What follows belongs to an exercise in optimizing a design on an open flow for small area, a short achievable clock period and few clock cycles; a production flow would make more cautious choices.
Only simulation tests tie the RTL to the original design; equivalence was not proved.
Power and IR drop assume default switching activity.

==> design/flow/design.v <==
module sw_link_core (
    input  wire         clk,
    input  wire         rst,             
    input  wire [7:0]   cfg_self_addr,   
    input  wire [7:0]   cfg_peer_addr,   
    input  wire [6:0]   prog_len,        
    output wire [5:0]   prog_addr,       
    input  wire [7:0]   prog_data,       
    output wire         call_valid,
    output wire [3:0]   call_op,
    output wire [3:0]   call_len,
    output wire [111:0] call_data,
    input  wire         call_ready,
    input  wire         resp_ok,
    input  wire [1:0]   resp_mode,
    input  wire [3:0]   resp_len,
    input  wire [111:0] resp_data,
    input  wire         irq_rx,          
    input  wire         host_req,        
    input  wire [23:0]  host_slots,
    output wire [5:0]   err,
    output wire [1:0]   rej_reason,
    output wire [1:0]   lsm_state,
    output wire [5:0]   ord_code,
    output wire         halted
);
    localparam [3:0] OP_ENTER_RX    = 4'd0,
                     OP_TX_NONEMPTY = 4'd1,
                     OP_FLUSH_TX    = 4'd2,
                     OP_SEND        = 4'd3,
                     OP_READ_STATUS = 4'd4,
                     OP_RX_NONEMPTY = 4'd5,
                     OP_FLUSH_RX    = 4'd6,
                     OP_RECEIVE     = 4'd7,
                     OP_SAMPLE      = 4'd8,
                     OP_EMIT        = 4'd9;
    localparam [1:0] M_IDLE = 2'd0, M_RX = 2'd1, M_TX = 2'd2, M_REC = 2'd3;
    localparam [7:0] I_NOP        = 8'h00,
                     I_DELAY      = 8'h01,
                     I_SAMPLE     = 8'h02,
                     I_HOSTFWD    = 8'h03,
                     I_ORDREQ_ACK = 8'h04,
                     I_ENC_VALUE  = 8'h10,
                     I_ENC_ORDER  = 8'h11,
                     I_DEC_VALUE  = 8'h12,
                     I_DEC_ORDER  = 8'h13,
                     I_ORD_PACK   = 8'h20,
                     I_ORD_TAGCUR = 8'h21,
                     I_ORD_UNPACK = 8'h22,
                     I_ORD_APPLY  = 8'h23,
                     I_LINK_INIT  = 8'h30,
                     I_LINK_SEND  = 8'h31,
                     I_LINK_REARM = 8'h32,
                     I_LINK_RECV  = 8'h33,
                     I_LINK_RXDONE= 8'h34;
    localparam [7:0] CH_T = 8'h54, CH_L = 8'h4C, CH_H = 8'h48;
    localparam [3:0] SPIN_CAP        = 4'd8;
    localparam [7:0] STALL_THRESHOLD = 8'd10;
    localparam [1:0] S_FETCH = 2'd0, S_EXEC = 2'd1, S_CALL = 2'd2, S_HALT = 2'd3;
    function known;
        input [7:0] b;
        known = (b == CH_T) || (b == CH_L) || (b == CH_H);
    endfunction
    function [1:0] code_of;
        input [7:0] b;
        code_of = (b == CH_T) ? 2'b00 : (b == CH_L) ? 2'b01 : 2'b10;
    endfunction
    function [7:0] letter_of;
        input [1:0] c;
        letter_of = (c == 2'b00) ? CH_T : (c == 2'b01) ? CH_L : CH_H;
    endfunction
    function legal;
        input [7:0] w;
        begin
            case (w)
                I_NOP, I_DELAY, I_SAMPLE, I_HOSTFWD, I_ORDREQ_ACK,
                I_ENC_VALUE, I_ENC_ORDER, I_DEC_VALUE, I_DEC_ORDER,
                I_ORD_PACK, I_ORD_TAGCUR, I_ORD_UNPACK, I_ORD_APPLY,
                I_LINK_INIT, I_LINK_SEND, I_LINK_REARM, I_LINK_RECV,
                I_LINK_RXDONE: legal = 1'b1;
                default:       legal = w[7];
            endcase
        end
    endfunction
    reg [1:0]   state;
    reg [5:0]   pc;
    reg [7:0]   ir;
    reg [3:0]   cop;           
    reg [3:0]   spin_n;        
    reg [7:0]   op_tag;
    reg [31:0]  op_temp;
    reg [15:0]  op_hum;
    reg [31:0]  op_lux;
    reg [7:0]   op_slot0, op_slot1, op_slot2;
    reg [7:0]   res_tag;
    reg [31:0]  res_temp;
    reg [15:0]  res_hum;
    reg [31:0]  res_lux;
    reg [7:0]   res_slot0, res_slot1, res_slot2;
    reg [111:0] txbuf;
    reg [3:0]   txlen;
    reg [111:0] rxbuf;
    reg [3:0]   rxlen;
    reg         rx_pend, order_pend, res_valid, rx_ok, ord_ok;
    reg [1:0]   lsm;
    reg [7:0]   stall_cnt;
    reg [5:0]   err_r;
    reg [1:0]   rej_r;
    reg [1:0]   ord0, ord1, ord2;
    assign prog_addr  = pc;
    assign call_valid = (state == S_CALL);
    assign call_op    = cop;
    assign call_len   = txlen;
    assign call_data  = (cop == OP_EMIT) ? {32'd0, res_hum, res_lux, res_temp} : txbuf;
    assign err        = err_r;
    assign rej_reason = rej_r;
    assign lsm_state  = lsm;
    assign ord_code   = {ord2, ord1, ord0};
    assign halted     = (state == S_HALT);
    wire [5:0]  pc_next  = pc + 6'd1;
    wire [5:0]  pc_skip  = pc + 6'd1 + {2'b00, ir[3:0]};
    wire [7:0]  stall_inc = stall_cnt + 8'd1;
    wire [7:0]  rx_dst  = rxbuf[15:8];
    wire [7:0]  rx_b3   = rxbuf[31:24];
    wire [7:0]  rx_b4   = rxbuf[39:32];
    wire [7:0]  rx_b5   = rxbuf[47:40];
    wire [1:0]  t_cls = res_tag[7:6];
    wire [1:0]  t_c0  = res_tag[5:4];
    wire [1:0]  t_c1  = res_tag[3:2];
    wire [1:0]  t_c2  = res_tag[1:0];
    always @(posedge clk) begin
        if (rst) begin
            state      <= S_FETCH;
            pc         <= 6'd0;
            ir         <= 8'd0;
            cop        <= 4'd0;
            spin_n     <= 4'd0;
            op_tag     <= 8'd0;
            op_temp    <= 32'd0;
            op_hum     <= 16'd0;
            op_lux     <= 32'd0;
            op_slot0   <= 8'd0;
            op_slot1   <= 8'd0;
            op_slot2   <= 8'd0;
            res_tag    <= 8'd0;
            res_temp   <= 32'd0;
            res_hum    <= 16'd0;
            res_lux    <= 32'd0;
            res_slot0  <= 8'd0;
            res_slot1  <= 8'd0;
            res_slot2  <= 8'd0;
            txbuf      <= 112'd0;
            txlen      <= 4'd0;
            rxbuf      <= 112'd0;
            rxlen      <= 4'd0;
            rx_pend    <= 1'b0;
            order_pend <= 1'b0;
            res_valid  <= 1'b0;
            rx_ok      <= 1'b0;
            ord_ok     <= 1'b0;
            lsm        <= M_IDLE;
            stall_cnt  <= 8'd0;
            err_r      <= 6'd0;
            rej_r      <= 2'd0;
            ord0       <= 2'b00;      
            ord1       <= 2'b01;      
            ord2       <= 2'b10;      
        end else begin
            case (state)
            S_FETCH: begin
                if ({1'b0, pc} >= prog_len || !legal(prog_data)) begin
                    err_r[5] <= 1'b1;
                    state    <= S_HALT;
                end else begin
                    ir    <= prog_data;
                    state <= S_EXEC;
                end
            end
            S_EXEC: begin
                pc    <= pc_next;
                state <= S_FETCH;
                if (ir[7:6] == 2'b11) begin
                    pc <= ir[5:0];
                end else if (ir[7:6] == 2'b10) begin
                    case (ir[5:4])
                        2'd0: if (!rx_pend)    pc <= pc_skip;
                        2'd1: if (!order_pend) pc <= pc_skip;
                        2'd2: if (!res_valid)  pc <= pc_skip;
                        2'd3: if (!ord_ok)     pc <= pc_skip;
                    endcase
                end else begin
                    case (ir)
                    I_SAMPLE: begin
                        pc <= pc; cop <= OP_SAMPLE; state <= S_CALL;
                    end
                    I_HOSTFWD: begin
                        pc <= pc; cop <= OP_EMIT; state <= S_CALL;
                    end
                    I_ORDREQ_ACK: order_pend <= 1'b0;
                    I_ENC_VALUE: begin
                        txbuf <= {op_lux, op_hum, op_temp, op_tag,
                                  cfg_self_addr, cfg_peer_addr, 8'd13};
                        txlen <= 4'd14;
                    end
                    I_ENC_ORDER: begin
                        txbuf[47:0] <= {op_slot2, op_slot1, op_slot0,
                                        cfg_self_addr, cfg_peer_addr, 8'd5};
                        txlen <= 4'd6;
                    end
                    I_DEC_VALUE: begin
                        if (rx_ok && rxlen >= 4'd14 && rx_dst == cfg_self_addr) begin
                            res_valid <= 1'b1;
                            res_tag   <= rx_b3;
                            res_temp  <= rxbuf[63:32];
                            res_hum   <= rxbuf[79:64];
                            res_lux   <= rxbuf[111:80];
                        end else begin
                            res_valid <= 1'b0;
                        end
                    end
                    I_DEC_ORDER: begin
                        if (rx_ok && rxlen >= 4'd6 && rx_dst == cfg_self_addr) begin
                            res_valid <= 1'b1;
                            res_slot0 <= rx_b3;
                            res_slot1 <= rx_b4;
                            res_slot2 <= rx_b5;
                        end else begin
                            res_valid <= 1'b0;
                        end
                    end
                    I_ORD_PACK: begin
                        if (!known(op_slot0) || !known(op_slot1) || !known(op_slot2))
                            err_r[4] <= 1'b1;
                        else
                            op_tag <= {2'b00, code_of(op_slot0), code_of(op_slot1),
                                       code_of(op_slot2)};
                    end
                    I_ORD_TAGCUR: op_tag <= {2'b00, ord0, ord1, ord2};
                    I_ORD_UNPACK: begin
                        if (t_cls[1]) begin
                            ord_ok <= 1'b0; rej_r <= 2'd1; err_r[3] <= 1'b1;
                        end else if (t_c0 == t_c1 || t_c0 == t_c2 || t_c1 == t_c2) begin
                            ord_ok <= 1'b0; rej_r <= 2'd2; err_r[3] <= 1'b1;
                        end else if (t_c0 == 2'b11 || t_c1 == 2'b11 || t_c2 == 2'b11) begin
                            ord_ok <= 1'b0; rej_r <= 2'd3; err_r[3] <= 1'b1;
                        end else begin
                            ord_ok    <= 1'b1;
                            res_slot0 <= letter_of(t_c0);
                            res_slot1 <= letter_of(t_c1);
                            res_slot2 <= letter_of(t_c2);
                        end
                    end
                    I_ORD_APPLY: begin
                        if (res_slot0 == res_slot1 || res_slot0 == res_slot2 ||
                            res_slot1 == res_slot2) begin
                            ord_ok <= 1'b0; rej_r <= 2'd2; err_r[3] <= 1'b1;
                        end else if (!known(res_slot0) || !known(res_slot1) ||
                                     !known(res_slot2)) begin
                            ord_ok <= 1'b0; rej_r <= 2'd3; err_r[3] <= 1'b1;
                        end else begin
                            ord_ok <= 1'b1;
                            ord0   <= code_of(res_slot0);
                            ord1   <= code_of(res_slot1);
                            ord2   <= code_of(res_slot2);
                        end
                    end
                    I_LINK_INIT, I_LINK_RXDONE: begin
                        pc <= pc; cop <= OP_ENTER_RX; state <= S_CALL;
                    end
                    I_LINK_SEND: begin
                        if (txlen == 4'd0) begin
                            err_r[4] <= 1'b1;
                        end else begin
                            pc <= pc; cop <= OP_TX_NONEMPTY; state <= S_CALL;
                        end
                    end
                    I_LINK_REARM: begin
                        pc <= pc; cop <= OP_READ_STATUS; spin_n <= 4'd0;
                        state <= S_CALL;
                    end
                    I_LINK_RECV: begin
                        pc <= pc; cop <= OP_RECEIVE; state <= S_CALL;
                    end
                    default: ;    
                    endcase
                end
            end
            S_CALL: begin
                if (call_ready) begin
                    pc    <= pc_next;
                    state <= S_FETCH;
                    case (cop)
                    OP_SAMPLE: begin
                        op_temp <= resp_data[31:0];
                        op_hum  <= resp_data[47:32];
                        op_lux  <= resp_data[79:48];
                    end
                    OP_EMIT: ;
                    OP_ENTER_RX: begin
                        lsm <= M_RX;
                        if (ir == I_LINK_INIT) begin
                            stall_cnt <= 8'd0;
                        end else if (ir == I_LINK_RXDONE) begin
                            rx_pend <= 1'b0;
                        end else begin
                            stall_cnt <= 8'd0;
                            err_r[2]  <= 1'b1;
                        end
                    end
                    OP_TX_NONEMPTY: begin
                        pc <= pc; state <= S_CALL;
                        cop <= resp_ok ? OP_FLUSH_TX : OP_SEND;
                    end
                    OP_FLUSH_TX: begin
                        pc <= pc; state <= S_CALL; cop <= OP_SEND;
                    end
                    OP_SEND: begin
                        if (!resp_ok) err_r[0] <= 1'b1;
                        lsm    <= M_TX;
                        spin_n <= 4'd0;
                        pc <= pc; state <= S_CALL; cop <= OP_READ_STATUS;
                    end
                    OP_READ_STATUS: begin
                        if (resp_mode == M_TX && spin_n + 4'd1 != SPIN_CAP) begin
                            spin_n <= spin_n + 4'd1;
                            pc <= pc; state <= S_CALL;
                        end else if (ir == I_LINK_SEND) begin
                            if (resp_mode == M_TX) err_r[2] <= 1'b1;
                            else                   lsm <= M_IDLE;
                        end else begin
                            if (resp_mode == M_TX) err_r[2] <= 1'b1;
                            if (resp_mode == M_RX) begin
                                stall_cnt <= 8'd0;
                                lsm       <= M_RX;
                            end else if (stall_inc > STALL_THRESHOLD) begin
                                pc <= pc; state <= S_CALL; cop <= OP_RX_NONEMPTY;
                            end else begin
                                stall_cnt <= stall_inc;
                                lsm       <= M_REC;
                            end
                        end
                    end
                    OP_RX_NONEMPTY: begin
                        pc <= pc; state <= S_CALL;
                        cop <= resp_ok ? OP_FLUSH_RX : OP_ENTER_RX;
                    end
                    OP_FLUSH_RX: begin
                        pc <= pc; state <= S_CALL; cop <= OP_ENTER_RX;
                    end
                    OP_RECEIVE: begin
                        if (resp_ok) begin
                            rxbuf <= resp_data;
                            rxlen <= resp_len;
                            rx_ok <= 1'b1;
                        end else begin
                            err_r[1] <= 1'b1;
                            rx_ok    <= 1'b0;
                        end
                    end
                    default: ;
                    endcase
                end
            end
            default: ;    
            endcase
            if (irq_rx)
                rx_pend <= 1'b1;
            if (host_req) begin
                op_slot0   <= host_slots[7:0];
                op_slot1   <= host_slots[15:8];
                op_slot2   <= host_slots[23:16];
                order_pend <= 1'b1;
            end
        end
    end
endmodule
==> design/flow/run.sh <==
#!/bin/bash
# synth_recipe.tcl (not shown) runs the flow's synth.tcl, then flattens the netlist and writes it again
# the make line also repeats each setting of config.mk as NAME=value (left out here)
make -C /OpenROAD-flow-scripts/flow DESIGN_CONFIG=/design/flow/config.mk WORK_HOME=/design/flow/orfs CLKGATE_MAP_FILE= SYNTH_SCRIPT=/design/flow/synth_recipe.tcl finish
==> design/flow/config.mk <==
export PLATFORM = sky130hd
export DESIGN_NAME = sw_link_core
export DESIGN_NICKNAME = sw_link_core
export VERILOG_FILES = /design/flow/design.v
export SDC_FILE = /design/flow/constraint.sdc
export NUM_CORES = 4
export LEC_CHECK = 0
export CAP_MARGIN = 20
export CORE_MARGIN = 2
export CORE_UTILIZATION = 35
export SLEW_MARGIN = 20
==> design/flow/constraint.sdc <==
create_clock -name core_clock -period 5.0 [get_ports {clk}]
set_input_delay 1.0000 -clock core_clock [delete_from_list [all_inputs] [get_ports {clk}]]
set_output_delay 1.0000 -clock core_clock [all_outputs]
set_load 0.01 [all_outputs]
==> notes.md <==
io pins=323; Worst Path Required=4.00 ns; die height=247 um; post-route antenna net violation count=0; status=finished clean; Slew HR=0.262; RSZ-0062 raised after global routing=false; max_cap viols=0; gp weighted congestion=0.864; fin util=0.447; CP Launch Type=register; Resize count post-CTS=0; Critical Path Sink Type=output pin; largest net degree at the start of global routing=200; Worst-path clk slew=0.06 ns; CTS hold repair buffers=0; post-synthesis cell area=0.0207 mm^2; Max Clk Rate=228 MHz; Initial Utilization=0.352; Root Buffer=clkbuf_16; Net count, final=2,962; min Tclk post-route=4.39 ns; Post-Route Skew=0.0207 ns; DRT Wirelength=67,200 um; GR Overflow Total=0; async set or reset register ratio after synthesis=0; Fin Hold WS=0.443 ns; I/O Buffers=320; final non-filler cell total=3,584; fin crit share=0.878; Yosys reg bits=479; vias in the first global route=17,582; Critical Path AT=3.39 ns; met3 routed WL=4350 um; die area=0.0610 mm^2; Synth-to-Final Area Change=26.9%; initial DRC count=1,371; pwr dens=370 mW/mm^2; Clock Path Buffers=3; commonest non-fill, non-tap cell in the layout=nand2_1; clk sinks=479; kind of critical path=register to output pin; core area=0.0587 mm^2; Pre-antenna DRT Iters=6; warnings from Yosys=1; antenna violations before repair=2; Hold WC Path Type=register to register; via count=18,310; H-tree depth=2; worst vdd ir=0.265 mV; Post-CTS Setup Repair Bufs=0; Syn Area/Cell=8.08 um^2; global-route wire length before repair=103,000 um; Yosys cell types=89; Slew Limit Fails=0; Metal-1 WL=30,700 um; setup TNS=0 ns; clock latency (worst-skew pair)=0.61 ns; Main synth FF type=dfxtp_1; Seq/Total Area, Yosys=0.464; CTS Buf Count=54; share of cells above drive strength 1=0.0780; Hold Vio Cnt, Final=0; total track usage=0.214; CTS tree=built; most frequent cells in the layout=779 x nand2_1, 479 x dfxtp_1, 383 x a21oi_1; final number of setup-violating endpoints=0; Mapped Nets=2,757; Die Wd=247 um; top routing layer used=met5; post-DR wirelength/cell=18.8 um; CP Max Fanout=31; DRC=0; hpwl dp=45,500 um; metal2 WL=30,700 um; Gate Count Post-Synth=2,558; Slew @ Worst Pin=1.11 ns; DP Cell Count=3,479; standard-cell row count=89; Pleak=9.05 nW; Post-synth EDFFs=0; DR vias/cell=5.11; fillers=5,829
-- critical path: stages (launching register included) --
cell and delay, ns:
dfxtp_1 0.76, and3_4 0.64, buf_4 0.45, mux2_2 0.38, clkdlybuf4s50_1 0.53
-- stage by stage --
stage	total power, mW	cell area, um^2	setup slack, ns
floorplan	4.99	20700	2.10
global placement	5.54	24300	1.25
detailed placement	5.56	24300	1.26
CTS	9.81	26200	0.596
global route	10.1	26200	0.408
finish	9.70	26200	0.609
-- state kept, by name, indices dropped and copies added (netlist names), 16 cells and up --
signal    cells
txbuf       105
op_temp      32
res_lux      32
rxbuf        96
res_hum      16
op_hum       16
op_lux       32
res_temp     32
-- synth_stat cells (11+ instances only) --
cell type / n / area, um^2
ha_1: 19 / 238
mux2_2: 74 / 833
a311oi_1: 25 / 219
nand4_1: 16 / 100
buf_2: 12 / 60.1
dfxtp_1: 479 / 9590
mux2i_1: 53 / 531
clkbuf_1: 153 / 574
o211ai_1: 11 / 82.6
buf_4: 14 / 105
nand3_1: 53 / 265
inv_1: 28 / 105
nor4_1: 11 / 68.8
xnor2_1: 30 / 263
and2_1: 16 / 100
xor2_1: 20 / 175
o21ai_0: 18 / 90.1
nand2_1: 780 / 2930
nor2b_1: 46 / 288
a21oi_1: 383 / 1920
nand2b_1: 22 / 138
nor2_1: 111 / 417
nor3_1: 28 / 140
-- where the power goes --
| group | switching [mW] | total [mW] | internal, mW |
|---|---|---|---|
| Combinational | 0.787 | 1.39 | 0.604 |
| Sequential | 0.178 | 4.10 | 3.92 |
| Clock | 1.67 | 4.22 | 2.55 |
| Total | 2.63 | 9.70 | 7.07 |
-- path summary, 6_finish.rpt --
| check | startpoint | to | slack [ns] | cells past startpoint |
|---|---|---|---|---|
| max | cop[3]$_SDFFE_PP0P_ | call_data[29] | 0.61 | 4 |
| min | op_lux[31]$_SDFFE_PP0P_ | txbuf[111]$_SDFFE_PP0P_ | 0.44 | 2 |
| max reg2reg | state[0]$_SDFFE_PP0P_ | op_temp[28]$_SDFFE_PP0P_ | 1.54 | 7 |
| min reg2reg | op_lux[31]$_SDFFE_PP0P_ | txbuf[111]$_SDFFE_PP0P_ | 0.44 | 2 |
-- logic make-up (layout without fill, tap and decap cells) --
| group | after synthesis | count (layout) | share of synthesized area |
|---|---|---|---|
| xor gates and xnor gates | 50 | 50 | 0.0212 |
| AOI/OAI and AO/OA | 520 | 520 | 0.148 |
| muxes | 134 | 134 | 0.0715 |
| and+or+nand+nor | 1135 | 1135 | 0.239 |
| DFF | 479 | 479 | 0.464 |
| adders and majority gates | 20 | 20 | 0.0125 |
| buffers and inverters | 219 | 468 | 0.0441 |
| other | 1 | 5 | 0.000182 |
-- routing by layer --
layer / vias to the layer above / global-route usage
met5: - / 0
met4: 4 / 0.0604
met3: 99 / 0.0498
met2: 456 / 0.344
met1: 8734 / 0.287
li1: 9017 / -
-- area by class of cell --
class | instances | area [um^2] | area share
Inverter | 29 | 109 | 0.00415
Clock inverter | 24 | 404 | 0.0154
Tap cell | 773 | 967 | 0.0369
Clock buffer | 76 | 1480 | 0.0566
Multi-Input combinational cell | 1860 | 10200 | 0.390
Antenna cell | 4 | 10.0 | 0.000382
Sequential cell | 479 | 9590 | 0.366
Timing Repair Buffer | 339 | 3430 | 0.131
Testbench counts, summed over its fixed seeds: cycles 67,598.

-- afterwards: timing with drivers on the ports --
The flow's constraints put no driver on any port. The routed layout listed below was extracted and timed again, unchanged, in two steps.
Step 1 (the two cells are an assumption about what drives the block):
set clk [get_ports {clk}]
set_driving_cell -lib_cell sky130_fd_sc_hd__clkbuf_16 $clk
set_driving_cell -lib_cell sky130_fd_sc_hd__buf_2 [delete_from_list [all_inputs] $clk]
Step 2 adds t to the input delays and takes it off the output delays; t is the mean of the earliest and latest rising clock arrival at the registers after step 1. Input paths then give back, and output paths get back, about the clock's delay inside the block.
Three values: ideal ports, drivers, drivers and shift; two values: the first two.
shift t [ns]: 0.659
slack for setup (ns): 0.609 / 0.548 / 1.207
worst setup path at the end: register to output
worst slew at a driven data input, ns: 0.10
After both steps setup and hold are still met in this run. For this run, drivers alone change the setup slack by -0.061 ns; drivers and shift together by +0.598 ns.
